From an optimization exercise on the open Yosys and OpenROAD flow, aimed at small area, a short achievable clock period and few clock cycles; shortcuts taken in it are not production practice. In this exercise RTL edits were held to simulation tests only and were not proved equivalent to the original. Power is estimated from default activity; no workload was simulated.

## build 19
## felics_enc
module felics_enc (
    input  wire         clk,
    input  wire         rst,
    input  wire         start,
    input  wire [7:0]   width,       
    input  wire [15:0]  height,      
    output wire         idle,
    input  wire         pix_valid,
    input  wire [7:0]   pix_data,
    output wire         pix_ready,
    output wire         tbl_re,
    output wire [7:0]   tbl_raddr,
    input  wire [119:0] tbl_rdata,
    output wire         tbl_we,
    output wire [7:0]   tbl_waddr,
    output wire [119:0] tbl_wdata,
    output reg          out_valid,
    output reg  [7:0]   out_data
);
Size: roughly 5800 cells after synthesis, roughly 920 flip-flops, roughly 310 I/O pins, about 54000 µm² of cells after synthesis.
==> flow/config.mk <==
export PLATFORM = sky130hd
export DESIGN_NAME = felics_enc
export DESIGN_NICKNAME = felics_enc
export VERILOG_FILES = /design/flow/design.v
export SDC_FILE = /design/flow/constraint.sdc
export NUM_CORES = 4
export LEC_CHECK = 0
export CAP_MARGIN = 20
export CORE_MARGIN = 2
export CORE_UTILIZATION = 40
export CTS_CLUSTER_DIAMETER = 80
export CTS_CLUSTER_SIZE = 24
export PLACE_DENSITY = 0.6
export SLEW_MARGIN = 20
==> flow/constraint.sdc <==
create_clock -name core_clock -period 20.0 [get_ports {clk}]
set_input_delay 4.0000 -clock core_clock [delete_from_list [all_inputs] [get_ports {clk}]]
set_output_delay 4.0000 -clock core_clock [all_outputs]
set_load 0.01 [all_outputs]
run.sh (not shown) runs the stock make flow with config.mk's settings and CLKGATE_MAP_FILE= SYNTH_SCRIPT=/design/flow/synth_recipe.tcl, a recipe that flattens the netlist after the stock synthesis.
Build 19 finished every stage and its layout cleared the timing, design-rule and antenna checks.
Testbench counts of build 19, summed over its fixed seeds: cycles 43,456.
Inputs modified between build 19 and build 47:
--- a/flow/design.v
+++ b/flow/design.v
@@ -95,15 +95,15 @@
     wire        g2 = b & c;
     wire        g1 = a & ~c;
     assign k = g2 ? {2'b10, p2} : g1 ? {2'b01, p1} : {2'b00, p0};
 endmodule
 module felics_update (
     input  wire        en,      
     input  wire [89:0] row,
-    input  wire [7:0]  v,       
+    input  wire [7:0]  v,
     output reg  [89:0] row_new
 );
     function automatic [14:0] add15(input [14:0] a, input [14:0] b);
         reg [14:0] g, p, x;
         reg [14:0] gg, pp, gn, pn;
         integer i, d;
         begin
@@ -131,15 +131,15 @@
     reg [14:0] sum [0:5];
     reg        halve;
     integer k;
     always @* begin
         halve = 1'b1;
         for (k = 0; k < 6; k = k + 1) begin
             t  = row[15*k +: 15];
-            u  = {7'd0, v >> k};                  
+            u  = en ? {7'd0, v >> k} : 15'd0;
             c3 = en ? (k + 1) : 15'd0;
             s0 = t ^ u ^ c3;
             cy = {(t[13:0] & u[13:0]) | (t[13:0] & c3[13:0]) | (u[13:0] & c3[13:0]), 1'b0};
             sum[k] = add15(s0, cy);
             if (sum[k][14:10] == 5'd0) halve = 1'b0;
         end
         for (k = 0; k < 6; k = k + 1)
@@ -286,30 +286,30 @@
     reg [1:0]  s3_kind;
     reg [8:0]  s3_val;
     reg [3:0]  s3_len;
     reg        m_v, m_line;
     reg [7:0]  m_a;
     reg [1:0]  m_slot;
     reg [119:0] m_row;
-    reg [7:0]  m_v8;         
+    reg        m_tok;        
     reg        wb_v, wb2_v;
     reg [7:0]  wb_a, wb2_a;
     reg [119:0] wb_row, wb2_row;
     wire [119:0] m_cur = m_row;
-    wire [89:0]  m_cnt = m_cur[89:0];
+    wire [89:0]  m_cnt = m_tok ? m_cur[89:0] : 90'd0;
     wire [2:0]  k_sel;
     wire [89:0] row_new;
     felics_ksel u_ksel (
         .row (m_cnt),
         .k   (k_sel)
     );
     felics_update u_update (
         .en      (~m_line),
         .row     (m_cnt),
-        .v       (m_v8),
+        .v       (s3_val[7:0]),
         .row_new (row_new)
     );
     wire [119:0] m_new = {epoch,
                           m_line ? {cb2[m_slot], cb1[m_slot], cb0[m_slot]} : m_cur[113:90],
                           row_new};
     always @(posedge clk) begin
         if (acc) begin
@@ -330,16 +330,15 @@
     reg  we_r;
     assign tbl_we    = we_r;
     assign tbl_waddr = wb_a;
     assign tbl_wdata = wb_row;
     reg          c_hit1, c_hit2;
     wire         c_hitm = m_v && (m_a == c_a);
     wire         rd_tok = (tbl_rdata[119:114] == epoch);
-    wire [119:0] rd_row = {tbl_rdata[119:90], rd_tok ? tbl_rdata[89:0] : 90'd0};
-    wire [119:0] c_cap  = c_hit1 ? wb_row : c_hit2 ? wb2_row : rd_row;
+    wire [119:0] c_cap  = c_hit1 ? wb_row : c_hit2 ? wb2_row : tbl_rdata;
     reg [15:0] fq [0:DEPTH-1];
     reg [2:0]  f_rd, f_wr;
     reg [2:0]  f_cnt;
     wire [15:0] fh = fq[f_rd];
     wire        f_short = fh[15];        
     wire        f_last = fh[14];
     wire        f_rice = fh[13];         
@@ -572,15 +571,15 @@
         s3_val  <= (s2_kind == 2'd1) ? (s2_val + s2_c) : s2_val;
         s2_c    <= ph_c;
         s3_len  <= s2_len;
         m_line  <= c_line;
         m_a     <= c_a;
         m_slot  <= c_slot;
         m_row   <= c_hitm ? m_new : c_cap;
-        m_v8    <= c_line ? 8'd0 : s2_val[7:0];
+        m_tok   <= c_hitm | c_hit1 | c_hit2 | rd_tok;
         c_hit1  <= m_v && (m_a == tbl_raddr);
         c_hit2  <= wb_v && (wb_a == tbl_raddr);
         wb_a    <= m_v ? m_a : rf_ptr;
         wb_row  <= {m_v ? epoch : epoch - 6'd1, m_new[113:0]};
         wb2_a   <= wb_a;
         wb2_row <= wb_row;
         mm1 <= nb_w[5:0] - 6'd5;
Results
- Run comparison: build 47 critical path capture point m_cur[66]; build 19 critical path capture point pr_r
- The layout-stage area growth over the synthesis result reported for build 47 is greater than that of build 19 by 0.53 points.
- Diff build 19 -> build 47: synthesized area grew by 450 µm²; maximum fanout along the worst path went up by 66.
- Per the comparison of build 47 with build 19, synthesized cell count higher, initial antenna violation count lower, post-route total power higher.
- Build 47 against build 19: sequential cell count lost about 0.8%; number of H-tree levels neither gained nor lost much.
Testbench counts of build 47, summed over its fixed seeds: cycles 43,456.

[re-timing with driven ports]
How much do the figures lean on ideal ports? The routed layouts below were timed once more, with nothing changed but the port constraints. Step 1 assumes that a clkbuf_16 drives the clock port and a buf_2 every other input. Step 2 also shifts input and output timing later by t, the mid clock arrival at the registers, as if the neighbouring blocks saw the same clock. Three values: no drivers, after step 1, after step 2; two values: the first two.
run	shift t [ns]	slack for setup (ns)	worst hold slack (ns)	latest minus earliest clock arrival (ns)	worst register clock-pin slew, ns
build 19	0.756	13.169 / 13.169 / 12.847	0.337 / 0.337 / 0.337	0.047 / 0.047	0.10 / 0.10
build 47	0.770	13.353 / 13.353 / 13.353	0.327 / 0.327 / 0.327	0.047 / 0.047	0.10 / 0.10
After both steps every run listed still meets setup and hold. The setup slack of build 19, which loses most, moves by 0.000 ns with the drivers and by -0.322 ns with both steps.
